What follows belongs to an exercise in optimizing a design on an open flow for small area; a production flow would make more cautious choices.
Where RTL was checked, it was by simulation tests only, not by an equivalence proof against the original.
The RTL of runs 3 and 4 was laid out without a check of its function.
Power is estimated from default activity; no workload was simulated.

--- flow/design.v ---
module ltt_timer (
    input  wire        clk,
    input  wire        rst,
    input  wire        do_cfg,       
    input  wire        do_stop,      
    input  wire        do_clr,       
    input  wire        do_cb,        
    input  wire        waiting,      
    input  wire [15:0] a,
    input  wire [15:0] b,
    input  wire [2:0]  ps,
    input  wire        m,
    input  wire [7:0]  n,
    output wire        irq,
    output wire        ticks_zero,
    output wire        wait_done
);
    reg [15:0] count;
    reg [15:0] compare;
    reg [2:0]  psel;
    reg        run;
    reg        if_flag;
    reg [9:0]  pdiv;
    reg        cb;
    reg [7:0]  ticks;
    wire ge2 = psel[2] | psel[1];
    wire ge3 = psel[2] | (psel[1] & psel[0]);
    wire ge4 = psel[2];
    wire ge5 = psel[2] & psel[0];
    wire cnt_ev = run & (~ge2 | (&pdiv[2:0] & (~ge3 | (&pdiv[5:3] &
                  (~ge4 | (&pdiv[7:6] & (~ge5 | &pdiv[9:8])))))));
    wire at_top = (count == compare);
    wire fire   = cnt_ev & at_top;
    wire [7:0] ticks_inc = ticks + 8'd1;
    wire       tick_inc  = if_flag & cb;
    wire       complete  = tick_inc & waiting & (ticks_inc == n);
    assign irq        = if_flag;
    assign ticks_zero = (ticks == 8'd0);
    assign wait_done  = complete;
    always @(posedge clk) begin
        pdiv <= do_cfg ? 10'd0 : pdiv + 10'd1;
        if (do_cfg) begin
            count   <= a;
            compare <= m ? b : 16'hFFFF;
            psel    <= ps;
        end else if (cnt_ev) begin
            count <= at_top ? 16'd0 : count + 16'd1;
        end
    end
    always @(posedge clk) begin
        if (rst) begin
            run     <= 1'b0;
            if_flag <= 1'b0;
            cb      <= 1'b0;
            ticks   <= 8'd0;
        end else begin
            if_flag <= fire & ~(do_cfg | do_stop | complete);
            if (do_cfg)
                run <= 1'b1;
            else if (do_stop | complete)
                run <= 1'b0;
            if (do_clr | complete)
                ticks <= 8'd0;
            else if (tick_inc)
                ticks <= ticks_inc;
            if (do_cb)
                cb <= 1'b1;
        end
    end
endmodule
module ltt_uart_tx (
    input  wire       clk,
    input  wire       rst,
    input  wire       load,      
    input  wire       wr,        
    input  wire [7:0] data,
    output wire       ready,
    output wire       txd
);
    reg [9:0] sh;
    reg [6:0] baud;
    reg       txd_r;
    wire busy = |sh;
    wire tick = busy & baud[6] & baud[5] & baud[2] & baud[1] & baud[0];    
    assign ready = ~busy;
    assign txd   = txd_r;
    always @(posedge clk) begin
        baud <= (load | tick) ? 7'd0 : baud + 7'd1;
        if (rst) begin
            sh    <= 10'd0;
            txd_r <= 1'b1;
        end else begin
            if (load) begin
                sh[9:8] <= 2'b11;
                txd_r   <= 1'b0;
            end else if (tick) begin
                sh[9:8] <= {1'b0, sh[9]};
                txd_r   <= sh[0];
            end
            if (wr)
                sh[7:0] <= data;
            else if (tick)
                sh[7:0] <= sh[8:1];
        end
    end
endmodule
module ltt_uart_rx (
    input  wire       clk,
    input  wire       rst,
    input  wire       rxd,
    output wire       valid,
    output wire [7:0] data
);
    reg       s1, s2;
    reg       active;
    reg [6:0] baud;
    reg [8:0] sh;
    wire tick  = baud[6] & baud[5] & baud[2] & baud[1] & baud[0];    
    wire start = (sh == 9'd0);
    assign valid = ~active & sh[0];
    assign data  = sh[8:1];
    always @(posedge clk) begin
        if (rst) begin
            s1     <= 1'b1;
            s2     <= 1'b1;
            active <= 1'b0;
        end else begin
            s1 <= rxd;
            s2 <= s1;
            if (!active)
                active <= ~s2;
            else if (tick & (start ? s2 : sh[0]))
                active <= 1'b0;
        end
    end
    always @(posedge clk) begin
        if (!active)
            baud <= 7'd52;
        else
            baud <= tick ? 7'd0 : baud + 7'd1;
        if (rst | !active)
            sh <= 9'd0;
        else if (tick) begin
            if (start)
                sh <= {~s2, 8'd0};
            else if (!sh[0])
                sh <= {s2, sh[8:1]};
            else if (!s2)
                sh <= 9'd0;
        end
    end
endmodule
module ltt_rx_fifo (
    input  wire       clk,
    input  wire       rst,
    input  wire       push,
    input  wire [7:0] wdata,
    input  wire       pop,
    input  wire       pop_late,
    output wire [7:0] rdata,
    output wire       empty
);
    reg [7:0] mem [0:7];
    reg [3:0] wptr;
    reg [3:0] rptr;
    wire full    = (wptr == {~rptr[3], rptr[2:0]});
    wire do_push = push & (~full | pop_late);
    assign empty = (wptr == rptr);
    assign rdata = mem[rptr[2:0]];
    always @(posedge clk) begin
        if (do_push)
            mem[wptr[2:0]] <= wdata;
    end
    always @(posedge clk) begin
        if (rst) begin
            wptr <= 4'd0;
            rptr <= 4'd0;
        end else begin
            if (do_push)
                wptr <= wptr + 4'd1;
            if (pop | pop_late)
                rptr <= rptr + 4'd1;
        end
    end
endmodule
module ltt (
    input  wire        clk,
    input  wire        rst,
    input  wire        op_valid,
    input  wire [47:0] op_word,
    output reg         op_done,
    output reg         op_err,
    output wire [7:0]  op_res,
    output wire        irq,
    output wire        txd,
    input  wire        rxd
);
    wire [3:0]  opsel = op_word[47:44];
    wire [15:0] f_a   = op_word[43:28];
    wire [15:0] f_b   = op_word[27:12];
    wire [2:0]  f_ps  = op_word[11:9];
    wire        f_m   = op_word[8];
    wire [7:0]  f_n   = op_word[7:0];
    wire        bsel  = f_n[0];
    wire ps_ok  = (f_ps != 3'd0) & ~(f_ps[2] & f_ps[1]);
    reg  busy;
    wire accept = op_valid & ~op_done & ~busy;
    wire is4 = ~opsel[3];
    wire is8 = opsel[3] & ~opsel[1] & ~opsel[0];
    wire is9 = opsel[3] & ~opsel[1] &  opsel[0];
    wire isA = opsel[3] &  opsel[1] & ~opsel[0];
    wire isB = opsel[3] &  opsel[1] &  opsel[0];
    wire ticks_zero, wait_done;
    wire op1 = (opsel == 4'h1);
    wire op2 = (opsel == 4'h2);
    wire op3 = (opsel == 4'h3);
    wire op4 = (opsel == 4'h4);
    wire n_zero   = (f_n == 8'd0);
    wire wait_ok  = op4 & ps_ok & ticks_zero;
    wire t_cfg    = accept & ((op1 & ps_ok) | (wait_ok & ~n_zero));
    wire t_clr    = accept & wait_ok & n_zero;
    wire t_stop   = (accept & op3) | t_clr;
    wire t_cb     = accept & op2 & (f_n == 8'h01);
    ltt_timer u_timer (
        .clk        (clk),
        .rst        (rst),
        .do_cfg     (t_cfg),
        .do_stop    (t_stop),
        .do_clr     (t_clr),
        .do_cb      (t_cb),
        .waiting    (busy & is4),
        .a          (f_a),
        .b          (f_b),
        .ps         (f_ps),
        .m          (f_m),
        .n          (f_n),
        .irq        (irq),
        .ticks_zero (ticks_zero),
        .wait_done  (wait_done)
    );
    wire       rx_valid;
    wire [7:0] rx_data;
    ltt_uart_rx u_rx (
        .clk   (clk),
        .rst   (rst),
        .rxd   (rxd),
        .valid (rx_valid),
        .data  (rx_data)
    );
    reg        pop_late;    
    wire [7:0] q_data;
    wire       q_empty;
    wire       q_pop = busy & isB & ~q_empty;
    ltt_rx_fifo u_rxq (
        .clk      (clk),
        .rst      (rst),
        .push     (rx_valid),
        .wdata    (rx_data),
        .pop      (q_pop),
        .pop_late (pop_late),
        .rdata    (q_data),
        .empty    (q_empty)
    );
    assign op_res = q_data;
    reg [7:0] pbuf [0:8];
    reg [7:0] xbuf [0:8];
    reg [3:0] plen;
    reg [3:0] xlen;
    reg [3:0] idx;     
    reg       pre;     
    reg       cp;      
    wire [3:0] len   = bsel ? xlen : plen;
    wire [7:0] head  = bsel ? xbuf[0] : pbuf[0];
    wire       len9  = (len == 4'd9);
    wire       q_zero = (q_data == 8'd0);
    wire tx_ready;
    wire tx_load  = busy & (is8 | isA) & tx_ready;
    wire st_last  = ~pre & (idx == len);              
    wire st_fetch = busy & isA & ~pre & ((tx_load & ~st_last) | cp);
    wire st_pre   = busy & isA & pre & (idx != 4'd9);
    wire tx_wr    = (tx_load & ~(isA & pre)) | st_fetch;
    wire [7:0] tx_data = is8 ? f_n : (st_fetch ? head : 8'h00);
    ltt_uart_tx u_tx (
        .clk   (clk),
        .rst   (rst),
        .load  (tx_load),
        .wr    (tx_wr),
        .data  (tx_data),
        .ready (tx_ready),
        .txd   (txd)
    );
    wire rt_store = q_pop & ~q_zero & ~len9;
    wire shift    = st_fetch | st_pre | rt_store;
    wire [7:0] pin = isB ? q_data : pbuf[0];
    wire [7:0] xin = isB ? q_data : xbuf[0];
    integer i;
    always @(posedge clk) begin
        if (shift & ~bsel) begin
            for (i = 0; i < 8; i = i + 1)
                pbuf[i] <= pbuf[i+1];
            pbuf[8] <= pin;
        end
        if (shift & bsel) begin
            for (i = 0; i < 8; i = i + 1)
                xbuf[i] <= xbuf[i+1];
            xbuf[8] <= xin;
        end
    end
    always @(posedge clk) begin
        if (accept) begin
            idx <= len;
            pre <= (len != 4'd0);
        end else if (busy & isA & pre & (idx == 4'd9)) begin
            idx <= 4'd0;
            pre <= 1'b0;
        end else if (shift) begin
            idx <= idx + 4'd1;
        end
    end
    wire done_busy = is4 ? wait_done :
                     is8 ? tx_ready :
                     is9 ? ~q_empty :
                     isA ? (tx_ready & st_last) :
                           (~q_empty & (q_zero | len9));
    wire op_busy   = opsel[3] & ~opsel[2];       
    wire go_busy   = op_busy | (wait_ok & ~n_zero);
    wire err_idle  = op1 ? ~ps_ok :
                     op2 ? (f_n[7:1] != 7'd0) :
                     op3 ? 1'b0 :
                     op4 ? ~(ps_ok & ticks_zero) : 1'b1;
    always @(posedge clk) begin
        op_err <= busy ? (opsel[1] & opsel[0] & ~q_zero) : err_idle;
        if (rst) begin
            busy     <= 1'b0;
            op_done  <= 1'b0;
            pop_late <= 1'b0;
            cp       <= 1'b0;
            plen     <= 4'd0;
            xlen     <= 4'd0;
        end else begin
            op_done  <= busy ? done_busy : (accept & ~go_busy);
            busy     <= busy ? ~done_busy : (accept & go_busy);
            pop_late <= busy & is9 & ~q_empty;
            if (tx_load & isA & pre)
                cp <= 1'b1;
            else if (st_fetch)
                cp <= 1'b0;
            if (accept & op_busy & opsel[0] & opsel[1]) begin
                if (bsel) xlen <= 4'd0;
                else      plen <= 4'd0;
            end else if (rt_store) begin
                if (bsel) xlen <= xlen + 4'd1;
                else      plen <= plen + 4'd1;
            end
        end
    end
endmodule
--- flow/run.sh ---
#!/bin/bash
# synth_recipe.tcl (not shown) runs the flow's synth.tcl, then flattens the netlist and writes it again
# the make line also repeats each setting of config.mk as NAME=value (left out here)
make -C /OpenROAD-flow-scripts/flow DESIGN_CONFIG=/design/flow/config.mk WORK_HOME=/design/flow/orfs CLKGATE_MAP_FILE= SYNTH_SCRIPT=/design/flow/synth_recipe.tcl finish
--- flow/config.mk ---
export PLATFORM = sky130hd
export DESIGN_NAME = ltt
export DESIGN_NICKNAME = ltt
export VERILOG_FILES = /design/flow/design.v
export SDC_FILE = /design/flow/constraint.sdc
export NUM_CORES = 4
export LEC_CHECK = 0
export CAP_MARGIN = 20
export CORE_MARGIN = 2
export CORE_UTILIZATION = 40
export SLEW_MARGIN = 20
--- flow/constraint.sdc ---
create_clock -name core_clock -period 10.0 [get_ports {clk}]
set_input_delay 2.0000 -clock core_clock [delete_from_list [all_inputs] [get_ports {clk}]]
set_output_delay 2.0000 -clock core_clock [all_outputs]
set_load 0.01 [all_outputs]
==> results_dict.tcl, run 1 <==
set metrics [dict create \
    antenna_found_initial 0 \
    core_area_mm2 0.0325 \
    clk_latency_ns 0.52 \
    synth_area_leaders "edfxtp_1 56%, dfxtp_1 12%, xnor2_1 3.4%" \
    synthToLayoutAreaGrowth_pct 17.3 \
    cts.sink_count 330 \
    drt_drc_violations_left 0 \
    leakagePower_nw 5.11 \
    htree_levels 2 \
    ff2ff_path_depth 7 \
    ir_worst_vdd_mv 0.120 \
    syn_avg_cell_area_um2 14.1 \
    critPathBufInv 3 \
    routedWlPerCell_um 16.7 \
    cts_resized 0 \
    hp-class "register to register" \
    grt_pass1_vias 7317 \
    cp_cell_sequence "clkdlybuf4s50_1, buf_4, mux2i_1, xnor2_1, nor4_1, nor2_1, o21ai_1, and3b_2, nor2b_4, buf_4" \
    dp_hpwl_mm 16.7 \
    vias_per_cell 5.06 \
    cp_max_fo 72 \
    required_ns 10.14 \
    outcome "complete, no violations" \
    grt_max_degree 73 \
    rsz0062_at_grt "false" \
    gp_congestion 0.832 \
    cts_buffers 36 \
    diodes 0 \
    fp.dieH_um 186 \
    whs_ns 0.410 \
    max_stage_delay_ns 0.55 \
    whs_path_depth 0 \
    ys_ff_latch 330 \
    fin_nets 1082 \
    syn_inst 940 \
    synth_top_cell_area_share 0.562 \
    finalSetupViolCount 0 \
    synth_cell_types 63 \
    syn_area_mm2 0.0132 \
    setup_tns_ns 0 \
    timing.critical_path.arrival_ns 5.41 \
    postCtsSetupBuffers 0 \
    crit_path_start_kind "input pin" \
    grt_pass1_wl_mm 39.7 \
    tightest_slew_ns 0.885 \
    wirelength_mm 24.8 \
    die_width_um 186 \
    synth_ff_type "edfxtp_1" \
    drtAntennaViolNets 0 \
    fmax_mhz 190 \
    async_flop_share 0 \
    fin_util 0.478 \
    syn_nets 1005 \
    rows 66 \
    cts_tree "built" \
    num_vias 7514 \
    clock_path_buffers 3 \
    cp_common_cell "buf_4" \
    place_area_mm2 0.0143 \
    slowest_stage "o21ai_1" \
    worst_setup_path_end_kind "register" \
    min_period_ns 5.28 \
    synth_edf_count 248 \
    grt_overflow 0 \
    yosys.area.top_type "edfxtp_1" \
    cp.depth 10 \
    clock-root-buffer "clkbuf_16" \
    relSlewSlack 0.409 \
    finalCritPeriodShare 0.528 \
    ys_seq_area_frac 0.686 \
    dieArea_mm2 0.0346 \
    yosysWarnings 7 \
    final_hold_viol_count 0 \
    io_pins 64 \
    synth.most_common_cell "edfxtp_1" \
    firstDrtPassIters 5 \
    design_area_mm2 0.0155 \
    clk_pin_slew_ns 0.06 \
    grt_usage 0.148 \
    drt_first_iter_violations 484 \
    drive_above_1_share 0.0833 \
    p_per_area_mw_per_mm2 193 \
    finClkSkew_ns 0.0301 \
    port_buffers 63 \
    path_class "input pin to register" \
    cp_top_family "buffers and inverters" \
    postCtsHoldBufs 0 \
    maxCapViolCount 0 \
    start_util 0.407 \
    drv_slew 0 \
    ys_top_cells_by_count "248 x edfxtp_1, 83 x nor2_1, 82 x dfxtp_1" \
]
## state kept, by name (all words and copies together) (netlist names), 3 cells and up, named ones only
register,cells
u_rx.baud,7
plen,4
u_rxq.wptr,4
u_tx.baud,7
idx,4
u_rxq.rptr,4
pbuf,72
u_tx.sh,10
u_timer.pdiv,10
u_timer.count,16
u_timer.psel,3
u_timer.ticks,8
xbuf,72
u_timer.compare,16
xlen,4
u_rx.sh,9
u_rxq.mem,64
## power breakdown
part	leakage [nW]	total (mW)	internal [mW]	switching, mW
sequential	2.77	1.54	1.50	0.0359
combinational	1.74	0.147	0.0766	0.0702
clock	0.597	1.32	0.804	0.516
total	5.11	3.00	2.38	0.622
## per-stage QoR
stage                     std cells  total power [mW]  setup slack, ns
after floorplan                 940              1.66             2.87
after global placement         1420              1.71             4.38
after detailed placement       1421              1.71             4.27
after CTS                      1486              3.04             4.80
after global routing           1486              3.12             4.53
final                          1486              3.00             4.72
## logic make-up after synthesis
kind of cell | Yosys count | share of synthesized area
DFF | 330 | 0.686
and+or+nand+nor | 293 | 0.110
AOI/OAI and AO/OA | 129 | 0.0686
xor gates and xnor gates | 79 | 0.0523
buffers and inverters | 54 | 0.0194
muxes | 42 | 0.0516
adders and majority gates | 13 | 0.0123
## per-layer routing
| layer | global-route usage | share of wire |
|---|---|---|
| met1 | 0.202 | 0.46 |
| met2 | 0.244 | 0.48 |
| met3 | 0.0252 | 0.035 |
| met4 | 0.0378 | 0.019 |
| met5 | 0 | 0 |
## worst paths after layout
path / startpoint / to / slack, ns
worst max register to register: register / xbuf[4][1]$_DFFE_PP_ / 5.96
worst max-delay path: op_word[0] / xbuf[4][1]$_DFFE_PP_ / 4.72
worst min-delay path: pbuf[3][7]$_DFFE_PP_ / pbuf[2][7]$_DFFE_PP_ / 0.41
worst min register to register: pbuf[3][7]$_DFFE_PP_ / pbuf[2][7]$_DFFE_PP_ / 0.41
## final cells by class
cell class,count,area [um2]
Fill cell,2911,17000
Clock buffer,49,1030
Tap cell,442,553
Clock inverter,16,161
Multi-Input combinational cell,556,3920
Sequential cell,330,9090
Inverter,19,71.3
Timing Repair Buffer,74,711
## placed cells by master, fill, tap and decap left out, drive strengths merged, types with 4 or more instances in the layout
cell and count:
nor3b 5, inv 21, mux2i 24, nor4 11
nor2b 10, nand2b 19, or2 8, a21o 17
o22ai 5, o31ai 13, nor2 83, xnor2 52
o21ai 31, nand3 44, buf 11, xor2 27
clkbuf 49, dfxtp 82, and3 18, o211a 9
or3 4, ha 13, clkdlybuf4s50 63, edfxtp 248
clkinv 11, nand4 10, nor3 10, a22oi 7
a21oi 13, mux4 16, nand2 60, o221ai 5
==> run 2: changes to the inputs <==
--- a/flow/config.mk
+++ b/flow/config.mk
@@ -8,4 +8,5 @@
 export CAP_MARGIN = 20
 export CORE_MARGIN = 2
 export CORE_UTILIZATION = 40
+export CTS_BUF_LIST = sky130_fd_sc_hd__clkbuf_4
 export SLEW_MARGIN = 20
==> run 2 against run 1 <==
Net effect:
- sequential cell count is the same
- die area is the same
- critical path type is now register to output port
- non-clock buffer count is the same
==> results_dict.tcl, run 2 <==
set metrics [dict create \
    rsz0062_at_grt "false" \
    firstDrtPassIters 5 \
    fin_nets 1130 \
    finalCritPeriodShare 0.528 \
    grt_overflow 0 \
    syn_nets 1005 \
    path_class "register to output port" \
    wirelength_mm 25.3 \
    crit_path_start_kind "register" \
    syn_inst 940 \
    clock-root-buffer "clkbuf_4" \
    cts.sink_count 330 \
    pwr-share-clk 0.414 \
    use_met3 0.0385 \
    switching_power_uw 635 \
    whs_ns 0.394 \
    min_period_ns 5.28 \
    worst_setup_path_end_kind "output port" \
    grt_max_degree 73 \
    required_ns 8.00 \
    cts_buffers 84 \
    critPathBufInv 2 \
    timing.critical_path.arrival_ns 3.28 \
    synth_ff_type "edfxtp_1" \
    rrSetupSlack_ns 5.93 \
    mostFrequentLayoutCell "edfxtp_1" \
    slowest_stage "dfxtp_1" \
    antenna_found_initial 2 \
    cts_tree "built" \
    outcome "complete, no violations" \
    drt_drc_violations_left 0 \
    p_int_mw 2.24 \
    dpl_worst_slack_ns 4.27 \
    grt_pass1_wl_mm 40.2 \
    async_flop_share 0 \
    io_pins 64 \
    drive_above_1_share 0.153 \
    grtUsageMet1 0.197 \
    finClkSkew_ns 0.0491 \
    seq_power_share 0.535 \
    multiInputGateArea_mm2 0.00392 \
    synth_top_cell_area_share 0.562 \
    die_width_um 186 \
    ir_worst_vdd_mv 0.105 \
    n_fill_cell 2986 \
    synth_cell_types 63 \
    num_vias 7795 \
    rows 66 \
    relSlewSlack 0.412 \
    start_util 0.407 \
    globalRouteMet2Util 0.242 \
    max_stage_delay_ns 0.89 \
    hp-class "register to register" \
    syn_area_mm2 0.0132 \
    clock_path_buffers 3 \
    cp_top_family "multiplexers" \
    final_cell_mix "248 x edfxtp_1, 133 x clkbuf_4, 82 x nor2_1, 82 x dfxtp_1, 63 x clkdlybuf4s50_1" \
    vias_per_cell 4.95 \
    clk_pin_slew_ns 0.07 \
    htree_levels 3 \
    synth_edf_count 248 \
    synth_area_leaders "edfxtp_1 56%, dfxtp_1 12%, xnor2_1 3.4%" \
    p_per_area_mw_per_mm2 185 \
    postCtsHoldBufs 0 \
    drv_slew 0 \
    final_hold_viol_count 0 \
    maxCapViolCount 0 \
    port_buffers 63 \
    synthToLayoutAreaGrowth_pct 17.0 \
    gp_congestion 0.832 \
    ys_ff_latch 330 \
    regArea_mm2 0.00909 \
    cts_resized 0 \
    dieArea_mm2 0.0346 \
    core_area_mm2 0.0325 \
    setup_tns_ns 0 \
    routedWlPerCell_um 16.1 \
    leakagePower_nw 5.19 \
    fmax_mhz 189 \
    drt_first_iter_violations 446 \
    postCtsSetupBuffers 0 \
    pwr-share-comb 0.051 \
    clk_latency_ns 0.73 \
    yosysWarnings 7 \
    ys_seq_area_frac 0.686 \
    fp.dieH_um 186 \
    yosys.area.top_type "edfxtp_1" \
    grt_pass1_vias 7675 \
    top_usage_layer "met2" \
    fin_util 0.476 \
    ys_top_cells_by_count "248 x edfxtp_1, 83 x nor2_1, 82 x dfxtp_1" \
    p_sw_frac 0.221 \
    setup_ws_ns 4.72 \
    tightest_slew_ns 0.881 \
    cp_max_fo 16 \
    cp_cell_sequence "mux4_1, mux2i_1, inv_1, clkdlybuf4s50_1" \
    syn_avg_cell_area_um2 14.1 \
    grt_usage 0.151 \
    synth.most_common_cell "edfxtp_1" \
    drtAntennaViolNets 0 \
    finalSetupViolCount 0 \
    dp_hpwl_mm 16.7 \
]
run 2: worst paths after layout:
check,from,to,cells past startpoint
hold reg to reg,pbuf[2][4]$_DFFE_PP_,pbuf[1][4]$_DFFE_PP_,0
setup reg to reg,register,xbuf[0][2]$_DFFE_PP_,7
hold / removal,pbuf[2][4]$_DFFE_PP_,pbuf[1][4]$_DFFE_PP_,0
setup / recovery,register,op_res[2],4
run 2: kinds of logic after synthesis:
kind of cell	after synthesis	synth area share
buffers and inverters	54	0.0194
DFF	330	0.686
xor gates and xnor gates	79	0.0523
and+or+nand+nor	293	0.110
AOI/OAI and AO/OA	129	0.0686
adders and majority gates	13	0.0123
muxes	42	0.0516
run 2: through the flow:
step                instance area, um2  std cells  power [mW]
floorplan                        13200        940        1.66
global placement                 14300       1420        1.71
detailed placement               14300       1421        1.71
CTS                              15500       1574        2.92
global route                     15500       1576        3.01
finish                           15500       1576        2.87
run 2: power by group through the flow:
| stage | combinational, mW | sequential (mW) | clock (mW) |
|---|---|---|---|
| finish | 0.146 | 1.54 | 1.19 |
| global route | 0.165 | 1.54 | 1.30 |
| CTS | 0.149 | 1.54 | 1.24 |
| detailed placement | 0.148 | 1.57 | 0 |
| global placement | 0.147 | 1.56 | 0 |
| floorplan | 0.102 | 1.56 | 0 |
run 2: metal layers:
metal / up-vias / routed length (um)
met2: 135 / 12200
met3: 35 / 976
met5: - / 0
li1: 3815 / -
met4: 0 / 427
met1: 3810 / 11700
run 2: layout make-up:
type / count / area share
Sequential cell: 330 / 0.587
Multi-Input combinational cell: 556 / 0.253
Clock buffer: 133 / 0.0644
Timing Repair Buffer: 74 / 0.0459
Tap cell: 442 / 0.0357
Clock inverter: 20 / 0.00961
Inverter: 19 / 0.00460
Antenna cell: 2 / 0.000323
==> run 3: changes to the inputs <==
--- a/flow/design.v
+++ b/flow/design.v
@@ -81,11 +81,11 @@
     reg [6:0] baud;
     reg       txd_r;
     wire busy = |sh;
-    wire tick = busy & baud[6] & baud[5] & baud[2] & baud[1] & baud[0];    
+    wire tick = busy & (baud == 7'd92);
     assign ready = ~busy;
     assign txd   = txd_r;
     always @(posedge clk) begin
-        baud <= (load | tick) ? 7'd0 : baud + 7'd1;
+        baud <= (load | tick) ? 7'd1 : {baud[5:0], baud[6] ^ baud[5]};
         if (rst) begin
             sh    <= 10'd0;
             txd_r <= 1'b1;
@@ -115,7 +115,7 @@
     reg       active;
     reg [6:0] baud;
     reg [8:0] sh;
-    wire tick  = baud[6] & baud[5] & baud[2] & baud[1] & baud[0];    
+    wire tick  = (baud == 7'd92);
     wire start = (sh == 9'd0);
     assign valid = ~active & sh[0];
     assign data  = sh[8:1];
@@ -135,9 +135,9 @@
     end
     always @(posedge clk) begin
         if (!active)
-            baud <= 7'd52;
+            baud <= 7'd104;
         else
-            baud <= tick ? 7'd0 : baud + 7'd1;
+            baud <= tick ? 7'd1 : {baud[5:0], baud[6] ^ baud[5]};
         if (rst | !active)
             sh <= 9'd0;
         else if (tick) begin
@@ -291,19 +291,18 @@
     );
     wire rt_store = q_pop & ~q_zero & ~len9;
     wire shift    = st_fetch | st_pre | rt_store;
-    wire [7:0] pin = isB ? q_data : pbuf[0];
-    wire [7:0] xin = isB ? q_data : xbuf[0];
+    wire [7:0] bin = isB ? q_data : head;    
     integer i;
     always @(posedge clk) begin
         if (shift & ~bsel) begin
             for (i = 0; i < 8; i = i + 1)
                 pbuf[i] <= pbuf[i+1];
-            pbuf[8] <= pin;
+            pbuf[8] <= bin;
         end
         if (shift & bsel) begin
             for (i = 0; i < 8; i = i + 1)
                 xbuf[i] <= xbuf[i+1];
-            xbuf[8] <= xin;
+            xbuf[8] <= bin;
         end
     end
     always @(posedge clk) begin
==> flow/flow/run.sh (new file) <==
#!/bin/bash
set -euo pipefail
export BUFFER_PORTS_ARGS="-buffer_cell sky130_fd_sc_hd__buf_1"
export CTS_ARGS="-sink_clustering_enable -repair_clock_nets -dont_use_dummy_load -sink_clustering_size 16 -sink_clustering_max_diameter 50 -buf_list sky130_fd_sc_hd__clkbuf_8"
bash standard.sh > standard_flow.log 2>&1
==> flow/standard.sh (new file) <==
#!/bin/bash
# synth_recipe.tcl (not shown) runs the flow's synth.tcl, then flattens the netlist and writes it again
# the make line also repeats each setting of config.mk as NAME=value (left out here)
make -C /OpenROAD-flow-scripts/flow DESIGN_CONFIG=/design/flow/config.mk WORK_HOME=/design/flow/orfs CLKGATE_MAP_FILE= SYNTH_SCRIPT=/design/flow/synth_recipe.tcl "${@:-finish}"
--- a/flow/config.mk
+++ b/flow/config.mk
@@ -8,5 +8,4 @@
 export CAP_MARGIN = 20
 export CORE_MARGIN = 2
 export CORE_UTILIZATION = 40
-export CTS_BUF_LIST = sky130_fd_sc_hd__clkbuf_4
 export SLEW_MARGIN = 20
removed: flow/run.sh
==> run 3 against run 2 <==
Net effect:
- clock power fell by 39%
- non-clock buffer count down 1
- worst hold slack got worse by 0.024 ns
- largest cell class unchanged
- largest power group unchanged
- highest routed layer unchanged
==> results_dict.tcl, run 3 <==
set metrics [dict create \
    outcome "complete, no violations" \
    drtAntennaViolNets 0 \
    ff2ff_path_depth 7 \
    clock_path_buffers 3 \
    hold_end "pbuf[1][0]$_DFFE_PP_" \
    cts_buffers 35 \
    clk_latency_ns 0.56 \
    gp_congestion 0.814 \
    finClkSkew_ns 0.0715 \
    clock-root-buffer "clkbuf_8" \
    rsz0062_at_grt "false" \
    start_util 0.407 \
    ys_top_cells_by_count "248 x edfxtp_1, 83 x nor2_1, 82 x dfxtp_1" \
    finalCritPeriodShare 0.477 \
    grt_max_degree 73 \
    p_per_area_mw_per_mm2 166 \
    power_mw 2.41 \
    grt_overflow 0 \
    rows 66 \
    die_width_um 186 \
    drt_first_iter_violations 582 \
    core_area_mm2 0.0326 \
    syn_inst 948 \
    final_cell_mix "248 x edfxtp_1, 83 x nor2_1, 82 x dfxtp_1" \
    fp.dieH_um 186 \
    finalSetupViolCount 0 \
    cp_max_fo 20 \
    postCtsHoldBufs 0 \
    synth_top_cell_area_share 0.560 \
    yosysWarnings 7 \
    rrSetupSlack_ns 5.76 \
    mostFrequentLayoutCell "edfxtp_1" \
    ir_worst_vdd_mv 0.112 \
    whs_path_depth 0 \
    ys_ff_latch 330 \
    yosys.area.top_type "edfxtp_1" \
    final_hold_viol_count 0 \
    worst_setup_path_end_kind "output port" \
    min_from "pbuf[2][0]$_DFFE_PP_" \
    cp_top_family "multiplexers" \
    syn_avg_cell_area_um2 14.0 \
    synth_ff_type "edfxtp_1" \
    grt_pass1_vias 7600 \
    drt_drc_violations_left 0 \
    tightest_slew_ns 1.00 \
    cts.sink_count 330 \
    critPathBufInv 1 \
    required_ns 8.00 \
    path_class "register to output port" \
    leakagePower_nw 4.52 \
    synth.most_common_cell "edfxtp_1" \
    fin_nets 1084 \
    cp_cell_sequence "mux2_2, mux4_1, buf_1" \
    synth_cell_types 72 \
    relSlewSlack 0.331 \
    dieArea_mm2 0.0347 \
    grt_pass1_wl_mm 41.1 \
    place_area_mm2 0.0140 \
    timing.critical_path.arrival_ns 2.77 \
    async_flop_share 0 \
    synthToLayoutAreaGrowth_pct 9.11 \
    vias_per_cell 5.23 \
    diodes 0 \
    num_vias 7634 \
    fmax_mhz 210 \
    regToRegEndpoint "pbuf[6][2]$_DFFE_PP_" \
    io_pins 64 \
    antenna_found_initial 0 \
    design_area_mm2 0.0145 \
    cts_tree "built" \
    max_stage_delay_ns 0.99 \
    crit_path_start_kind "register" \
    min_period_ns 4.77 \
    slowest_stage "dfxtp_1" \
    syn_area_mm2 0.0133 \
    grt_usage 0.153 \
    firstDrtPassIters 7 \
    postCtsSetupBuffers 0 \
    setup_tns_ns 0 \
    ys_seq_area_frac 0.684 \
    cp.depth 3 \
    cts_resized 0 \
    clk_pin_slew_ns 0.10 \
    synth_edf_count 248 \
    routedWlPerCell_um 17.4 \
    whs_ns 0.370 \
    dp_hpwl_mm 16.9 \
    drv_slew 0 \
    port_buffers 63 \
    hp-class "register to register" \
    wirelength_mm 25.4 \
    htree_levels 2 \
    synth_area_leaders "edfxtp_1 56%, dfxtp_1 12%, xnor2_1 3.0%" \
    syn_nets 1011 \
    drive_above_1_share 0.0834 \
    maxCapViolCount 0 \
]
[run 3: changes by cell type in the layout (fill, tap and decap cells not counted), moves of 13 or more]
cell             delta
mux2_2             +18
clkdlybuf4s50_1    -63
a21o_1             -13
clkbuf_4          -133
clkbuf_8           +35
buf_1              +63
[run 3: how the worst max path moves through the flow]
stage                     from                           to
global placement    op_word[0]   u_timer.count[7]$_DFFE_PP_
CTS                   register                    op_res[5]
floorplan           op_word[0]         pbuf[0][0]$_DFFE_PP_
global route        op_word[0]  u_timer.count[11]$_DFFE_PP_
finish                register                    op_res[5]
detailed placement  op_word[0]   u_timer.count[0]$_DFFE_PP_
[run 3: cells by family (layout without fill, tap and decap cells)]
group | after synthesis | after routing | synth area share
buffers and inverters | 60 | 131 | 0.0217
adders and majority gates | 11 | 11 | 0.0104
AOI/OAI and AO/OA | 127 | 127 | 0.0657
DFF | 330 | 330 | 0.684
and+or+nand+nor | 300 | 300 | 0.116
muxes | 49 | 49 | 0.0557
xor gates and xnor gates | 71 | 71 | 0.0468
[run 3: layout make-up]
| type | count | area, um2 |
|---|---|---|
| fill | 2942 | 18100 |
| sequential | 330 | 9090 |
| multi-input combinational | 558 | 3980 |
| tap | 442 | 553 |
| clock buffer | 35 | 482 |
| timing repair buffer | 73 | 312 |
| inverter | 23 | 86.3 |
[run 3: stage by stage]
step / setup WS [ns] / utilization / instances
2_1_floorplan: 2.38 / - / 948
3_3_place_gp: 4.77 / 0.430 / 1426
3_5_place_dp: 4.74 / 0.430 / 1426
4_1_cts: 5.15 / 0.445 / 1461
5_1_grt: 5.08 / 0.445 / 1461
6_report: 5.23 / 0.445 / 1461
[run 3: per-layer routing]
layer / global-route usage / wire, um
met5: 0 / 0
met4: 0.0517 / 551
met3: 0.0275 / 1410
met2: 0.244 / 11600
met1: 0.211 / 11800
[run 3: power by group]
part | internal, mW | switching (mW)
Clock | 0.312 | 0.417
Combinational | 0.0612 | 0.0723
Sequential | 1.51 | 0.0363
Total | 1.88 | 0.525
[run 3: worst reg2reg max path, delay by kind of cell, from the launching register on]
kind                   cells  cell delay, ns
AOI/OAI and AO/OA          2            0.77
DFF                        1            0.99
buffers and inverters      1            0.71
muxes                      2            0.99
and+or+nand+nor            2            0.35
==> run 4: changes to the inputs <==
==> flow/flow/run.sh (replaced) <==
#!/bin/bash
set -euo pipefail
export BUFFER_PORTS_ARGS="-buffer_cell sky130_fd_sc_hd__buf_1"
export CTS_ARGS="-sink_clustering_enable -repair_clock_nets -dont_use_dummy_load -sink_clustering_size 20 -sink_clustering_max_diameter 60 -buf_list \"sky130_fd_sc_hd__clkbuf_8 sky130_fd_sc_hd__clkbuf_16\""
bash standard.sh > standard_flow.log 2>&1
==> run 4 against run 3 <==
Net effect:
- critical path depth stayed put
- maximum frequency grew 0.46%
- utilization up 0.59 points
- die area unchanged
- cell area increased by 1.3%
- first-iteration DRC count is 1.2% higher
- combinational power about the same
- synthesized area unchanged
- clock power up 23%
==> results_dict.tcl, run 4 <==
set metrics [dict create \
    syn_nets 1011 \
    routedWlPerCell_um 17.4 \
    final_hold_viol_count 0 \
    core_area_mm2 0.0326 \
    fmax_mhz 211 \
    dpl_worst_slack_ns 4.74 \
    grt_overflow 0 \
    drt_drc_violations_left 0 \
    finClkSkew_ns 0.0513 \
    diodes 0 \
    async_flop_share 0 \
    io_pins 64 \
    required_ns 8.00 \
    power_mw 2.58 \
    yosys.area.top_type "edfxtp_1" \
    cp_max_fo 20 \
    syn_area_mm2 0.0133 \
    setup_ws_ns 5.25 \
    setup_tns_ns 0 \
    postCtsSetupBuffers 0 \
    synthToLayoutAreaGrowth_pct 10.6 \
    finalCritPeriodShare 0.475 \
    drtAntennaViolNets 0 \
    crit_path_start_kind "register" \
    num_vias 7572 \
    drv_slew 0 \
    ys_ff_latch 330 \
    synth_area_leaders "edfxtp_1 56%, dfxtp_1 12%, xnor2_1 3.0%" \
    yosysWarnings 7 \
    path_class "register to output port" \
    dp_hpwl_mm 16.9 \
    vias_per_cell 5.21 \
    postCtsHoldBufs 0 \
    clk_latency_ns 0.55 \
    clock-root-buffer "clkbuf_16" \
    relSlewSlack 0.330 \
    cts_resized 0 \
    synth_top_cell_area_share 0.560 \
    min_period_ns 4.75 \
    final_cells 1453 \
    gp_congestion 0.814 \
    synth.most_common_cell "edfxtp_1" \
    synth_cell_types 72 \
    synth_edf_count 248 \
    syn_avg_cell_area_um2 14.0 \
    dieArea_mm2 0.0347 \
    cts_tree "built" \
    outcome "complete, no violations" \
    grt_max_degree 73 \
    clk_pin_slew_ns 0.07 \
    fp.dieH_um 186 \
    die_width_um 186 \
    ys_seq_area_frac 0.684 \
    ys_top_cells_by_count "248 x edfxtp_1, 83 x nor2_1, 82 x dfxtp_1" \
    firstDrtPassIters 5 \
    rows 66 \
    ir_worst_vdd_mv 0.184 \
    worst_setup_path_end_kind "output port" \
    tightest_slew_ns 1.00 \
    synth_ff_type "edfxtp_1" \
    rsz0062_at_grt "false" \
    fin_nets 1076 \
    whs_path_depth 0 \
    timing.critical_path.arrival_ns 2.75 \
    antenna_found_initial 0 \
    fin_util 0.451 \
    ff2ff_path_depth 7 \
    drt_first_iter_violations 589 \
    min_from "xbuf[7][0]$_DFFE_PP_" \
    finalSetupViolCount 0 \
    p_per_area_mw_per_mm2 175 \
    grt_pass1_vias 7490 \
    drive_above_1_share 0.0762 \
    final_cell_mix "248 x edfxtp_1, 83 x nor2_1, 82 x dfxtp_1" \
    cts.sink_count 330 \
    grt_pass1_wl_mm 40.7 \
    start_util 0.407 \
    hold_end "xbuf[6][0]$_DFFE_PP_" \
    regToRegEndpoint "pbuf[6][0]$_DFFE_PP_" \
    syn_inst 948 \
    hp-class "register to register" \
    wirelength_mm 25.3 \
    rrSetupSlack_ns 5.79 \
    mostFrequentLayoutCell "edfxtp_1" \
    htree_levels 1 \
    clock_path_buffers 3 \
    cts_buffers 27 \
    grt_usage 0.150 \
    maxCapViolCount 0 \
    leakagePower_nw 4.61 \
    post-place-cells 1426 \
    port_buffers 63 \
]
-- run 4: cell counts after synthesis --
Identical to the previous run, type by type.
-- run 4: stage by stage --
step                      hold slack (ns)  instance area (um2)
final                               0.400                14700
after global routing                0.405                14700
after CTS                           0.398                14700
after detailed placement            0.393                14000
after global placement              0.395                14000
after floorplan                     0.389                13300
-- run 4: worst max path at each step --
| stage | start | end | slack [ns] | cells past startpoint |
|---|---|---|---|---|
| 2_1_floorplan | op_word[0] | pbuf[0][0]$_DFFE_PP_ | 2.38 | 7 |
| 3_3_place_gp | op_word[0] | u_timer.count[7]$_DFFE_PP_ | 4.77 | 8 |
| 3_5_place_dp | op_word[0] | u_timer.count[0]$_DFFE_PP_ | 4.74 | 8 |
| 4_1_cts | register | op_res[5] | 5.20 | 3 |
| 5_1_grt | op_word[0] | u_timer.count[6]$_DFFE_PP_ | 5.07 | 8 |
| 6_report | register | op_res[6] | 5.25 | 3 |
-- run 4: routing by layer --
metal  vias up  GRT usage  wire, um
met4         0     0.0406       558
met5         -          0         0
met3        35     0.0236      1130
met2       158      0.245     11700
met1      3715      0.208     11900
li1       3664          -         -
-- run 4: critical path, stage by stage (launching register included) --
cell and delay (ns):
dfxtp_1 0.98, mux2_2 0.43, mux4_1 0.63, buf_1 0.18
-- run 4: cells by family after synthesis --
group	after synthesis	synth area share
compound gates	127	0.0657
xor+xnor	71	0.0468
fa+ha+maj	11	0.0104
simple gates	300	0.116
mux	49	0.0557
buf+inv	60	0.0217
flops	330	0.684
-- run 4: report_power, final --
part           internal [mW]  switching, mW
Clock                  0.472          0.426
Sequential              1.51         0.0363
Combinational         0.0612         0.0727
Total                   2.04          0.535
-- run 4: layout make-up --
| class | count | area, um2 |
|---|---|---|
| timing repair buffer | 73 | 312 |
| fill | 2922 | 17900 |
| clock buffer | 27 | 676 |
| inverter | 23 | 86.3 |
| tap | 442 | 553 |
| sequential | 330 | 9090 |
| multi-input combinational | 558 | 3980 |
==> run 5: changes to the inputs <==
--- a/flow/design.v
+++ b/flow/design.v
@@ -108,28 +108,29 @@
     input  wire       clk,
     input  wire       rst,
     input  wire       rxd,
-    output wire       valid,
+    output reg        valid,
     output wire [7:0] data
 );
     reg       s1, s2;
     reg       active;
+    reg       stph;      
     reg [6:0] baud;
     reg [8:0] sh;
-    wire tick  = (baud == 7'd92);
-    wire start = (sh == 9'd0);
-    assign valid = ~active & sh[0];
-    assign data  = sh[8:1];
+    wire tick = (baud == 7'd92);
+    assign data = sh[8:1];
     always @(posedge clk) begin
         if (rst) begin
             s1     <= 1'b1;
             s2     <= 1'b1;
             active <= 1'b0;
+            valid  <= 1'b0;
         end else begin
-            s1 <= rxd;
-            s2 <= s1;
+            s1    <= rxd;
+            s2    <= s1;
+            valid <= active & tick & ~stph & sh[0] & s2;
             if (!active)
                 active <= ~s2;
-            else if (tick & (start ? s2 : sh[0]))
+            else if (tick & (stph ? s2 : sh[0]))
                 active <= 1'b0;
         end
     end
@@ -138,15 +139,15 @@
             baud <= 7'd104;
         else
             baud <= tick ? 7'd1 : {baud[5:0], baud[6] ^ baud[5]};
-        if (rst | !active)
-            sh <= 9'd0;
-        else if (tick) begin
-            if (start)
-                sh <= {~s2, 8'd0};
+        if (!active)
+            stph <= 1'b1;
+        else if (tick)
+            stph <= 1'b0;
+        if (active & tick) begin
+            if (stph)
+                sh <= 9'h100;
             else if (!sh[0])
                 sh <= {s2, sh[8:1]};
-            else if (!s2)
-                sh <= 9'd0;
         end
     end
 endmodule
@@ -158,28 +159,39 @@
     input  wire       pop,
     input  wire       pop_late,
     output wire [7:0] rdata,
-    output wire       empty
+    output wire       empty,
+    output wire [3:0] hnext,      
+    output wire [7:0] rin
 );
-    reg [7:0] mem [0:7];
-    reg [3:0] wptr;
-    reg [3:0] rptr;
-    wire full    = (wptr == {~rptr[3], rptr[2:0]});
-    wire do_push = push & (~full | pop_late);
-    assign empty = (wptr == rptr);
-    assign rdata = mem[rptr[2:0]];
+    reg [7:0] ring [0:8];
+    reg [3:0] hc;       
+    reg [3:0] tc;       
+    reg       pend;     
+    wire [3:0] hc_dec = (hc == 4'd0) ? 4'd8 : hc - 4'd1;
+    wire [3:0] tc_dec = (tc == 4'd0) ? 4'd8 : tc - 4'd1;
+    wire       full    = (tc == hc_dec);
+    wire       do_push = push & (~full | pop_late);
+    wire       do_pop  = pop | pop_late;
+    wire       wr_now  = pend & (tc == 4'd1);
+    assign empty = (tc == hc);
+    assign hnext = hc_dec;
+    assign rin   = wr_now ? wdata : ring[0];
+    assign rdata = (pend & (tc_dec == hc)) ? wdata : ring[hc];
+    integer i;
     always @(posedge clk) begin
-        if (do_push)
-            mem[wptr[2:0]] <= wdata;
+        for (i = 0; i < 8; i = i + 1)
+            ring[i] <= ring[i+1];
+        ring[8] <= rin;
     end
     always @(posedge clk) begin
         if (rst) begin
-            wptr <= 4'd0;
-            rptr <= 4'd0;
+            hc   <= 4'd0;
+            tc   <= 4'd0;
+            pend <= 1'b0;
         end else begin
-            if (do_push)
-                wptr <= wptr + 4'd1;
-            if (pop | pop_late)
-                rptr <= rptr + 4'd1;
+            hc   <= do_pop ? hc : hc_dec;
+            tc   <= do_push ? tc : tc_dec;
+            pend <= do_push | (pend & ~wr_now);
         end
     end
 endmodule
@@ -250,6 +262,8 @@
     reg        pop_late;    
     wire [7:0] q_data;
     wire       q_empty;
+    wire [3:0] q_hnext;
+    wire [7:0] q_rin;
     wire       q_pop = busy & isB & ~q_empty;
     ltt_rx_fifo u_rxq (
         .clk      (clk),
@@ -259,27 +273,50 @@
         .pop      (q_pop),
         .pop_late (pop_late),
         .rdata    (q_data),
-        .empty    (q_empty)
+        .empty    (q_empty),
+        .hnext    (q_hnext),
+        .rin      (q_rin)
     );
     assign op_res = q_data;
     reg [7:0] pbuf [0:8];
     reg [7:0] xbuf [0:8];
-    reg [3:0] plen;
-    reg [3:0] xlen;
-    reg [3:0] idx;     
-    reg       pre;     
-    reg       cp;      
-    wire [3:0] len   = bsel ? xlen : plen;
-    wire [7:0] head  = bsel ? xbuf[0] : pbuf[0];
-    wire       len9  = (len == 4'd9);
+    reg [3:0] plen, xlen;    
+    reg [3:0] pcc,  xcc;     
+    reg [3:0] pnc,  xnc;     
+    wire p_copy = (pcc != plen) & (pnc == 4'd0);
+    wire x_copy = (xcc != xlen) & (xnc == 4'd0);
+    wire [7:0] p_in = p_copy ? q_rin : pbuf[0];
+    wire [7:0] x_in = x_copy ? q_rin : xbuf[0];
+    wire [3:0] pnc_dec = (pnc == 4'd0) ? 4'd8 : pnc - 4'd1;
+    wire [3:0] xnc_dec = (xnc == 4'd0) ? 4'd8 : xnc - 4'd1;
+    integer i;
+    always @(posedge clk) begin
+        for (i = 0; i < 8; i = i + 1) begin
+            pbuf[i] <= pbuf[i+1];
+            xbuf[i] <= xbuf[i+1];
+        end
+        pbuf[8] <= p_in;
+        xbuf[8] <= x_in;
+    end
+    wire [3:0] len    = bsel ? xlen : plen;
+    wire       len9   = (len == 4'd9);
     wire       q_zero = (q_data == 8'd0);
+    wire       rt_acc = accept & (opsel == 4'hB);
+    wire       rt_store = q_pop & ~q_zero & ~len9;
+    reg  [3:0] idx;    
+    reg  [3:0] rc;     
+    reg        cp;     
+    wire [3:0] nc_sel = bsel ? xnc : pnc;
+    wire [3:0] cc_sel = bsel ? xcc : pcc;
+    wire [4:0] org    = {1'b0, nc_sel} - {1'b0, cc_sel};
+    wire [3:0] org9   = org[4] ? org[3:0] + 4'd9 : org[3:0];
+    wire [3:0] rc_dec = (rc == 4'd0) ? 4'd8 : rc - 4'd1;
+    wire       st_last = (idx == len);
+    wire       st_cap  = busy & isA & cp & (rc == 4'd1);
     wire tx_ready;
-    wire tx_load  = busy & (is8 | isA) & tx_ready;
-    wire st_last  = ~pre & (idx == len);              
-    wire st_fetch = busy & isA & ~pre & ((tx_load & ~st_last) | cp);
-    wire st_pre   = busy & isA & pre & (idx != 4'd9);
-    wire tx_wr    = (tx_load & ~(isA & pre)) | st_fetch;
-    wire [7:0] tx_data = is8 ? f_n : (st_fetch ? head : 8'h00);
+    wire tx_load = busy & (is8 | isA) & tx_ready;
+    wire tx_wr   = (tx_load & (is8 | st_last)) | st_cap;
+    wire [7:0] tx_data = is8 ? f_n : (st_cap ? (bsel ? x_in : p_in) : 8'h00);
     ltt_uart_tx u_tx (
         .clk   (clk),
         .rst   (rst),
@@ -289,32 +326,11 @@
         .ready (tx_ready),
         .txd   (txd)
     );
-    wire rt_store = q_pop & ~q_zero & ~len9;
-    wire shift    = st_fetch | st_pre | rt_store;
-    wire [7:0] bin = isB ? q_data : head;    
-    integer i;
     always @(posedge clk) begin
-        if (shift & ~bsel) begin
-            for (i = 0; i < 8; i = i + 1)
-                pbuf[i] <= pbuf[i+1];
-            pbuf[8] <= bin;
-        end
-        if (shift & bsel) begin
-            for (i = 0; i < 8; i = i + 1)
-                xbuf[i] <= xbuf[i+1];
-            xbuf[8] <= bin;
-        end
-    end
-    always @(posedge clk) begin
-        if (accept) begin
-            idx <= len;
-            pre <= (len != 4'd0);
-        end else if (busy & isA & pre & (idx == 4'd9)) begin
-            idx <= 4'd0;
-            pre <= 1'b0;
-        end else if (shift) begin
-            idx <= idx + 4'd1;
-        end
+        rc  <= accept ? org9 : (st_cap ? rc : rc_dec);
+        idx <= accept ? 4'd0 : idx + {3'd0, st_cap};
+        pnc <= (rt_acc & ~bsel) ? q_hnext : (p_copy ? pnc : pnc_dec);
+        xnc <= (rt_acc &  bsel) ? q_hnext : (x_copy ? xnc : xnc_dec);
     end
     wire done_busy = is4 ? wait_done :
                      is8 ? tx_ready :
@@ -336,20 +352,29 @@
             cp       <= 1'b0;
             plen     <= 4'd0;
             xlen     <= 4'd0;
+            pcc      <= 4'd0;
+            xcc      <= 4'd0;
         end else begin
             op_done  <= busy ? done_busy : (accept & ~go_busy);
             busy     <= busy ? ~done_busy : (accept & go_busy);
             pop_late <= busy & is9 & ~q_empty;
-            if (tx_load & isA & pre)
+            if (tx_load & isA & ~st_last)
                 cp <= 1'b1;
-            else if (st_fetch)
+            else if (st_cap)
                 cp <= 1'b0;
-            if (accept & op_busy & opsel[0] & opsel[1]) begin
-                if (bsel) xlen <= 4'd0;
-                else      plen <= 4'd0;
-            end else if (rt_store) begin
-                if (bsel) xlen <= xlen + 4'd1;
-                else      plen <= plen + 4'd1;
+            if (rt_acc & ~bsel) begin
+                plen <= 4'd0;
+                pcc  <= 4'd0;
+            end else begin
+                plen <= plen + {3'd0, rt_store & ~bsel};
+                pcc  <= pcc + {3'd0, p_copy};
+            end
+            if (rt_acc & bsel) begin
+                xlen <= 4'd0;
+                xcc  <= 4'd0;
+            end else begin
+                xlen <= xlen + {3'd0, rt_store & bsel};
+                xcc  <= xcc + {3'd0, x_copy};
             end
         end
     end
==> flow/flow/run.sh (replaced) <==
#!/bin/bash
set -euo pipefail
export BUFFER_PORTS_ARGS="-buffer_cell sky130_fd_sc_hd__buf_1"
export CTS_ARGS="-sink_clustering_enable -repair_clock_nets -dont_use_dummy_load -sink_clustering_size 16 -sink_clustering_max_diameter 50 -buf_list sky130_fd_sc_hd__clkbuf_8"
bash standard.sh > standard_flow.log 2>&1
--- a/flow/config.mk
+++ b/flow/config.mk
@@ -5,6 +5,7 @@
 export SDC_FILE = /design/flow/constraint.sdc
 export NUM_CORES = 4
 export LEC_CHECK = 0
+export ABC_AREA = 1
 export CAP_MARGIN = 20
 export CORE_MARGIN = 2
 export CORE_UTILIZATION = 40
==> run 5 against run 4 <==
Net effect:
- still clean on timing, DRC and antenna
- sequential power grew 6%
- setup slack gained 0.17 ns
- count of clock-buffer cells in the layout grew 10
- clock skew up 0.043 ns
- critical path type unchanged
- largest power group unchanged
- highest routed layer is now met5
==> results_dict.tcl, run 5 <==
set metrics [dict create \
    yosys.area.top_type "dfxtp_1" \
    whs_ns 0.281 \
    syn_avg_cell_area_um2 9.01 \
    final_hold_viol_count 0 \
    finalSetupViolCount 0 \
    grt_overflow 0 \
    cts_buffers 37 \
    htree_levels 2 \
    final_cell_mix "301 x dfxtp_1, 297 x nand2_1, 164 x inv_1" \
    drive_above_1_share 0.0463 \
    syn_inst 1438 \
    p_per_area_mw_per_mm2 214 \
    ys_top_cells_by_count "301 x dfxtp_1, 297 x nand2_1, 164 x inv_1" \
    timing.critical_path.arrival_ns 2.58 \
    syn_nets 1511 \
    cts_tree "built" \
    synth_cell_types 47 \
    io_pins 64 \
    mostFrequentLayoutCell "dfxtp_1" \
    syn_area_mm2 0.0130 \
    synth.most_common_cell "dfxtp_1" \
    relSlewSlack 0.355 \
    port_buffers 63 \
    dpl_worst_slack_ns 5.33 \
    ir_worst_vdd_mv 0.138 \
    firstDrtPassIters 5 \
    leakagePower_nw 6.01 \
    drtAntennaViolNets 0 \
    vias_per_cell 4.79 \
    regArea_mm2 0.00771 \
    rsz0062_at_grt "false" \
    num_vias 9161 \
    antenna_found_initial 1 \
    finalCritPeriodShare 0.458 \
    fin_nets 1587 \
    path_class "register to output port" \
    rows 65 \
    tightest_slew_ns 0.968 \
    finClkSkew_ns 0.0939 \
    multiInputGateArea_mm2 0.00448 \
    postCtsSetupBuffers 0 \
    clk_pin_slew_ns 0.09 \
    fmax_mhz 219 \
    cts_resized 0 \
    grt_max_degree 47 \
    drt_drc_violations_left 0 \
    crit_path_start_kind "register" \
    drv_slew 0 \
    yosysWarnings 8 \
    gp_congestion 0.858 \
    synth_edf_count 56 \
    async_flop_share 0 \
    outcome "complete, no violations" \
    die_width_um 184 \
    synth_ff_type "dfxtp_1" \
    setup_tns_ns 0 \
    wirelength_mm 26.8 \
    dieArea_mm2 0.0339 \
    required_ns 8.00 \
    synth_top_cell_area_share 0.465 \
    maxCapViolCount 0 \
    drt_first_iter_violations 553 \
    clock-root-buffer "clkbuf_8" \
    grt_pass1_vias 8756 \
    grt_usage 0.160 \
    ys_ff_latch 357 \
    core_area_mm2 0.0317 \
    power_mw 3.02 \
    n_fill_cell 3151 \
    clk_latency_ns 0.57 \
    start_util 0.409 \
    grt_pass1_wl_mm 43.5 \
    cts.sink_count 357 \
    min_period_ns 4.58 \
    fp.dieH_um 184 \
    diodes 0 \
    worst_setup_path_end_kind "output port" \
    postCtsHoldBufs 0 \
    setup_ws_ns 5.42 \
    cp_max_fo 16 \
    dp_hpwl_mm 19.7 \
    hp-class "register to register" \
    synth_area_leaders "dfxtp_1 46%, edfxtp_1 13%, nand2_1 8.6%" \
    ys_seq_area_frac 0.595 \
    clock_path_buffers 3 \
    synthToLayoutAreaGrowth_pct 8.77 \
    routedWlPerCell_um 14.0 \
]
run 5: layout make-up:
cell class | count | share of cell area
Clock buffer | 37 | 0.0361
Inverter | 170 | 0.0453
Tap cell | 402 | 0.0357
Timing Repair Buffer | 66 | 0.0184
Multi-Input combinational cell | 882 | 0.318
Sequential cell | 357 | 0.547
run 5: metrics by stage:
step,cell area (um2),instances,utilization
CTS,14100,1914,0.445
detailed placement,13600,1877,0.428
global placement,13600,1877,0.428
finish,14100,1914,0.445
floorplan,13000,1438,-
global route,14100,1914,0.445
run 5: report_power, final:
part | leakage (nW) | total, mW | switching [mW] | internal [mW]
clock network | 0.266 | 0.770 | 0.440 | 0.330
logic | 2.78 | 0.609 | 0.412 | 0.197
registers | 2.96 | 1.64 | 0.0831 | 1.56
run 5: metal layers:
metal  up-vias  wire, um  track usage
met1      4185     12800        0.217
met2       160     12000        0.257
met5         -        12            0
met3        53      1200       0.0287
li1       4761         -            -
met4         2       779       0.0563
run 5: logic make-up after synthesis:
kind of cell	Yosys count	synth area share
and+or+nand+nor	624	0.208
AOI/OAI and AO/OA	168	0.0695
xor gates and xnor gates	64	0.0432
adders and majority gates	21	0.0208
DFF	357	0.595
buffers and inverters	199	0.0596
muxes	5	0.00386
run 5: path summary, 6_finish.rpt:
kind / startpoint / to / slack [ns] / cells past startpoint
setup / recovery: u_rxq.hc[0]$_SDFFE_PP0N_ / op_res[2] / 5.42 / 11
hold reg to reg: xbuf[8][2]$_DFF_P_ / xbuf[7][2]$_DFF_P_ / 0.28 / 0
hold / removal: xbuf[8][2]$_DFF_P_ / xbuf[7][2]$_DFF_P_ / 0.28 / 0
setup reg to reg: u_rxq.hc[0]$_SDFFE_PP0N_ / plen[2]$_SDFF_PP0_ / 6.86 / 18
run 5: critical path: stages (launching register included):
cell and delay, ns:
dfxtp_1 0.53, inv_1 0.15, nor2_2 0.58, nand3_1 0.14, nand2_1 0.11, nor2_1 0.06, nand2_1 0.07, nor2_1 0.04
nand2_1 0.05, nand2_1 0.10, inv_1 0.08, buf_1 0.15
==> run 6: changes to the inputs <==
==> flow/flow/run.sh (replaced) <==
#!/bin/bash
set -euo pipefail
export BUFFER_PORTS_ARGS="-buffer_cell sky130_fd_sc_hd__buf_1"
export CTS_ARGS="-sink_clustering_enable -repair_clock_nets -dont_use_dummy_load -sink_clustering_size 10 -sink_clustering_max_diameter 40 -buf_list sky130_fd_sc_hd__clkbuf_4"
bash standard.sh > standard_flow.log 2>&1
==> run 6 against run 5 <==
Net effect:
- clock skew down 0.030 ns
- power down 3.4%
- non-clock buffer count unchanged
- largest cell class unchanged
- highest routed layer unchanged
- sequential power about the same
- critical endpoint is now op_res[7]
- sequential share of layout area up 0.47 points
==> results_dict.tcl, run 6 <==
set metrics [dict create \
    cp_top_family "simple AND/OR/NAND/NOR gates" \
    num_vias 9272 \
    outcome "complete, no violations" \
    synth.most_common_cell "dfxtp_1" \
    p_sw_frac 0.319 \
    timing.critical_path.arrival_ns 2.70 \
    hp-class "register to register" \
    wirelength_mm 26.9 \
    syn_area_mm2 0.0130 \
    htree_levels 2 \
    worst_setup_path_end_kind "output port" \
    required_ns 8.00 \
    pwr-share-comb 0.209 \
    synthToLayoutAreaGrowth_pct 7.84 \
    yosys.area.top_type "dfxtp_1" \
    synth_cell_types 47 \
    cp_common_cell "nand2_1" \
    port_buffers 63 \
    vias_per_cell 4.80 \
    grt_max_degree 47 \
    drt_drc_violations_left 0 \
    final_hold_viol_count 0 \
    grt_pass1_vias 8903 \
    clock-root-buffer "clkbuf_4" \
    syn_nets 1511 \
    async_flop_share 0 \
    clk_latency_ns 0.70 \
    setup_ws_ns 5.30 \
    cp_max_fo 16 \
    clock_path_buffers 3 \
    final_cells 1930 \
    mostFrequentLayoutCell "dfxtp_1" \
    synth_area_leaders "dfxtp_1 46%, edfxtp_1 13%, nand2_1 8.6%" \
    pwr-share-clk 0.229 \
    fin_nets 1601 \
    fp.dieH_um 184 \
    antenna_found_initial 2 \
    drv_slew 0 \
    dpl_worst_slack_ns 5.33 \
    max_stage_delay_ns 0.57 \
    yosysWarnings 8 \
    firstDrtPassIters 5 \
    grt_pass1_wl_mm 43.8 \
    whs_ns 0.286 \
    synth_ff_type "dfxtp_1" \
    synth_top_cell_area_share 0.465 \
    tightest_slew_ns 0.975 \
    cp-startpoint "u_rxq.hc[0]$_SDFFE_PP0N_" \
    maxCapViolCount 0 \
    cp_cell_sequence "inv_1, nor2_2, nand3_1, nand2_1, nor2_1, nand2_1, nor2_1, nand2_1, nand2_1, inv_1, buf_1" \
    post-place-cells 1877 \
    rows 65 \
    synth_edf_count 56 \
    finalCritPeriodShare 0.470 \
    rsz0062_at_grt "false" \
    setup_tns_ns 0 \
    cts_buffers 51 \
    drive_above_1_share 0.0550 \
    min_period_ns 4.70 \
    postCtsSetupBuffers 0 \
    gp_congestion 0.858 \
    drt_first_iter_violations 546 \
    final_cell_mix "301 x dfxtp_1, 297 x nand2_1, 164 x inv_1" \
    finalSetupViolCount 0 \
    ir_worst_vdd_mv 0.116 \
    io_pins 64 \
    leakagePower_nw 5.97 \
    reg2reg_from "u_rxq.hc[0]$_SDFFE_PP0N_" \
    start_util 0.409 \
    power_mw 2.92 \
    clk_pin_slew_ns 0.09 \
    dp_hpwl_mm 19.7 \
    crit_path_start_kind "register" \
    cts.sink_count 357 \
    postCtsHoldBufs 0 \
    n_fill_cell 3171 \
    switching_power_uw 931 \
    grt_overflow 0 \
    ys_seq_area_frac 0.595 \
    drtAntennaViolNets 0 \
    ys_top_cells_by_count "301 x dfxtp_1, 297 x nand2_1, 164 x inv_1" \
    relSlewSlack 0.350 \
    critPathBufInv 3 \
    slowest_stage "nor2_2" \
    die_width_um 184 \
    cts_tree "built" \
    core_area_mm2 0.0317 \
    seq_power_share 0.562 \
    p_per_area_mw_per_mm2 209 \
    routedWlPerCell_um 13.9 \
    grt_usage 0.161 \
    path_class "register to output port" \
    cts_resized 0 \
    min_from "xbuf[6][6]$_DFF_P_" \
    dieArea_mm2 0.0339 \
    syn_avg_cell_area_um2 9.01 \
    ys_ff_latch 357 \
    syn_inst 1438 \
    fmax_mhz 213 \
    finClkSkew_ns 0.0644 \
    p_int_mw 1.99 \
]
==> run 6: cell counts after synthesis <==
No cell type changed its count.
==> run 6: worst paths after layout <==
check,to,slack [ns],cells after the start
worst max-delay path,op_res[7],5.30,11
worst min-delay path,xbuf[5][6]$_DFF_P_,0.29,0
worst min register to register,xbuf[5][6]$_DFF_P_,0.29,0
worst max register to register,xlen[2]$_SDFF_PP0_,6.88,18
==> run 6: cells by family after synthesis <==
| logic type | synth area share |
|---|---|
| AND/OR/NAND/NOR | 0.208 |
| flip-flops | 0.595 |
| buffers and inverters | 0.0596 |
| AO/OA/AOI/OAI | 0.0695 |
| XOR/XNOR | 0.0432 |
| adder cells (fa/ha/maj) | 0.0208 |
| multiplexers | 0.00386 |
==> run 6: through the flow <==
stage	util	cell area [um2]
4_1_cts	0.441	14000
3_5_place_dp	0.428	13600
6_report	0.441	14000
3_3_place_gp	0.428	13600
2_1_floorplan	-	13000
5_1_grt	0.441	14000
==> run 6: power groups by stage <==
stage | clock network [mW] | registers (mW) | logic (mW)
floorplan | 0 | 1.63 | 0.484
global placement | 0 | 1.67 | 0.599
detailed placement | 0 | 1.67 | 0.613
CTS | 0.705 | 1.64 | 0.616
global route | 0.755 | 1.65 | 0.695
finish | 0.669 | 1.64 | 0.608
==> run 6: final cells by class <==
class                   instances  area [um2]  share of cell area
diodes                          2        5.00            0.000358
clock buffers                  51         383              0.0274
inverters                     170         638              0.0456
multi-input cells             882        4480               0.321
flip-flops and latches        357        7710               0.551
well taps                     402         503              0.0360
repair buffers                 66         259              0.0185
==> run 6: per-layer routing <==
metal | track usage | wire length, um
met1 | 0.216 | 12800
met2 | 0.259 | 12100
met3 | 0.0313 | 1240
met4 | 0.0576 | 753
met5 | 0 | 12
==> run 7: changes to the inputs <==
--- a/flow/config.mk
+++ b/flow/config.mk
@@ -5,7 +5,6 @@
 export SDC_FILE = /design/flow/constraint.sdc
 export NUM_CORES = 4
 export LEC_CHECK = 0
-export ABC_AREA = 1
 export CAP_MARGIN = 20
 export CORE_MARGIN = 2
 export CORE_UTILIZATION = 40
==> run 7 against run 6 <==
Net effect:
- still clean on timing, DRC and antenna
- synthesized area increased by 1.8%
- synthesized cell count decreased by 19%
- critical path depth decreased by 5
- power increased by 9.7%
- utilization decreased by 0.52 points
- maximum frequency decreased by 9.4%
- sequential share of layout area decreased by 0.74 points
- register-to-register slack got worse by 0.20 ns
- critical endpoint is now op_res[2]
==> results_dict.tcl, run 7 <==
set metrics [dict create \
    switching_power_mw 1.05 \
    syn_nets 1233 \
    final_cells 1676 \
    rsz0062_at_grt "false" \
    num_vias 8381 \
    finalCritPeriodShare 0.518 \
    syn_area_mm2 0.0132 \
    regToRegEndpoint "xlen[1]$_SDFF_PP0_" \
    grt_usage 0.160 \
    regArea_mm2 0.00771 \
    synth_mux_area_frac 0.0610 \
    io_pins 64 \
    die_width_um 186 \
    grt_max_degree 59 \
    finalSetupViolCount 0 \
    worst_setup_path_end_kind "output port" \
    synthToLayoutAreaGrowth_pct 7.37 \
    rows 66 \
    p_int_mw 2.15 \
    grt_pass1_vias 8117 \
    p_per_area_mw_per_mm2 226 \
    cts_tree "built" \
    setup_ws_ns 4.82 \
    htree_levels 2 \
    yosys.area_share.simple 0.152 \
    synth_top_cell_area_share 0.457 \
    clock_path_buffers 3 \
    tightest_slew_ns 0.865 \
    core_area_mm2 0.0325 \
    setup_tns_ns 0 \
    synth_cell_types 82 \
    post-place-cells 1624 \
    ys_top_cells_by_count "301 x dfxtp_1, 80 x nand2_1, 79 x nor2_1" \
    finClkSkew_ns 0.0726 \
    drt_first_iter_violations 469 \
    timing.critical_path.arrival_ns 3.18 \
    path_class "register to output port" \
    cp-startpoint "u_rxq.tc[0]$_SDFFE_PP0N_" \
    min_period_ns 5.18 \
    yosys.area_share.adder 0.0205 \
    synth_ff_type "dfxtp_1" \
    synth_top_family_by_area "simple AND/OR/NAND/NOR gates" \
    drtAntennaViolNets 0 \
    postCtsSetupBuffers 0 \
    cp_max_fo 15 \
    n_fill_cell 3148 \
    place_area_mm2 0.0138 \
    leakagePower_nw 5.42 \
    wl_met3_mm 1.28 \
    wl_met2_mm 12.1 \
    power_mw 3.20 \
    syn_inst 1160 \
    rrSetupSlack_ns 6.68 \
    synthXorXnorAreaFrac 0.0663 \
    pwr-share-comb 0.271 \
    pwr-share-clk 0.212 \
    clk_pin_slew_ns 0.09 \
    drv_slew 0 \
    outcome "complete, no violations" \
    design_area_mm2 0.0142 \
    drive_above_1_share 0.110 \
    ys_seq_area_frac 0.584 \
    mostFrequentLayoutCell "dfxtp_1" \
    ys_ff_latch 357 \
    cts_buffers 51 \
    firstDrtPassIters 5 \
    clock-root-buffer "clkbuf_4" \
    port_buffers 63 \
    required_ns 8.00 \
    routedWlPerCell_um 16.1 \
]
[run 7: changes by cell type after synthesis, moves of 19 or more]
cell      change
a211oi_1     +21
a21oi_1      -26
and2_1       +21
inv_1       -137
mux2_2       +43
mux2i_1      +24
nand2_1     -217
nand2b_1     +30
nand3_1      -70
nor2_1       -69
o21ai_0      -57
xnor2_1      +19
[run 7: stage by stage]
stage,hold WS (ns),util
after global placement,0.310,0.424
final,0.310,0.435
after global routing,0.309,0.435
after detailed placement,0.312,0.424
after floorplan,0.310,-
after CTS,0.305,0.435
[run 7: how the worst min path moves through the flow]
stage | from | to | cells past startpoint
2_1_floorplan | pbuf[1][0]$_DFF_P_ | pbuf[0][0]$_DFF_P_ | 0
3_3_place_gp | pbuf[3][2]$_DFF_P_ | pbuf[2][2]$_DFF_P_ | 0
3_5_place_dp | pbuf[3][7]$_DFF_P_ | pbuf[2][7]$_DFF_P_ | 0
4_1_cts | pbuf[4][0]$_DFF_P_ | pbuf[3][0]$_DFF_P_ | 0
5_1_grt | pbuf[1][6]$_DFF_P_ | pbuf[0][6]$_DFF_P_ | 0
6_report | xbuf[5][0]$_DFF_P_ | xbuf[4][0]$_DFF_P_ | 0
[run 7: power groups by stage]
stage               Combinational (mW)  Sequential, mW  Clock (mW)
CTS                              0.871            1.66       0.712
finish                           0.866            1.66       0.677
detailed placement               0.867            1.69           0
global route                     0.961            1.67       0.774
floorplan                        0.689            1.65           0
global placement                 0.854            1.69           0
[run 7: critical path, cell delays in order (launching register included)]
cell and delay, ns:
dfxtp_1 0.68, and3_1 0.25, a2111oi_0 0.06, a211oi_1 0.34, and2_1 0.61, mux2_2 0.43, buf_1 0.14
[run 7: layout make-up]
| cell class | instances | share of cell area |
|---|---|---|
| antenna | 1 | 0.000177 |
| multi-input combinational | 725 | 0.361 |
| tap | 442 | 0.0390 |
| inverter | 30 | 0.00795 |
| sequential | 357 | 0.544 |
| timing repair buffer | 70 | 0.0205 |
| clock buffer | 51 | 0.0270 |
[run 7: kinds of logic (layout without fill, tap and decap cells)]
kind of cell               Yosys count  in the layout
buffers and inverters               78            151
other                                0              1
adders and majority gates           21             21
AOI/OAI and AO/OA                  159            159
xor gates and xnor gates            99             99
DFF                                357            357
and+or+nand+nor                    372            372
muxes                               74             74
[run 7: per-layer routing]
layer,GRT usage,vias up
met5,0,-
met4,0.0617,0
met3,0.0301,59
met2,0.253,166
met1,0.217,3947
li1,-,4209

Re-timed with assumed drivers on the ports (clkbuf_16 on the clock, buf_2 on other inputs), run 7 has 4.776 ns of setup slack against 4.817 ns with ideal ports, and 5.006 ns once port delays also move by the mid clock arrival of 0.714 ns.
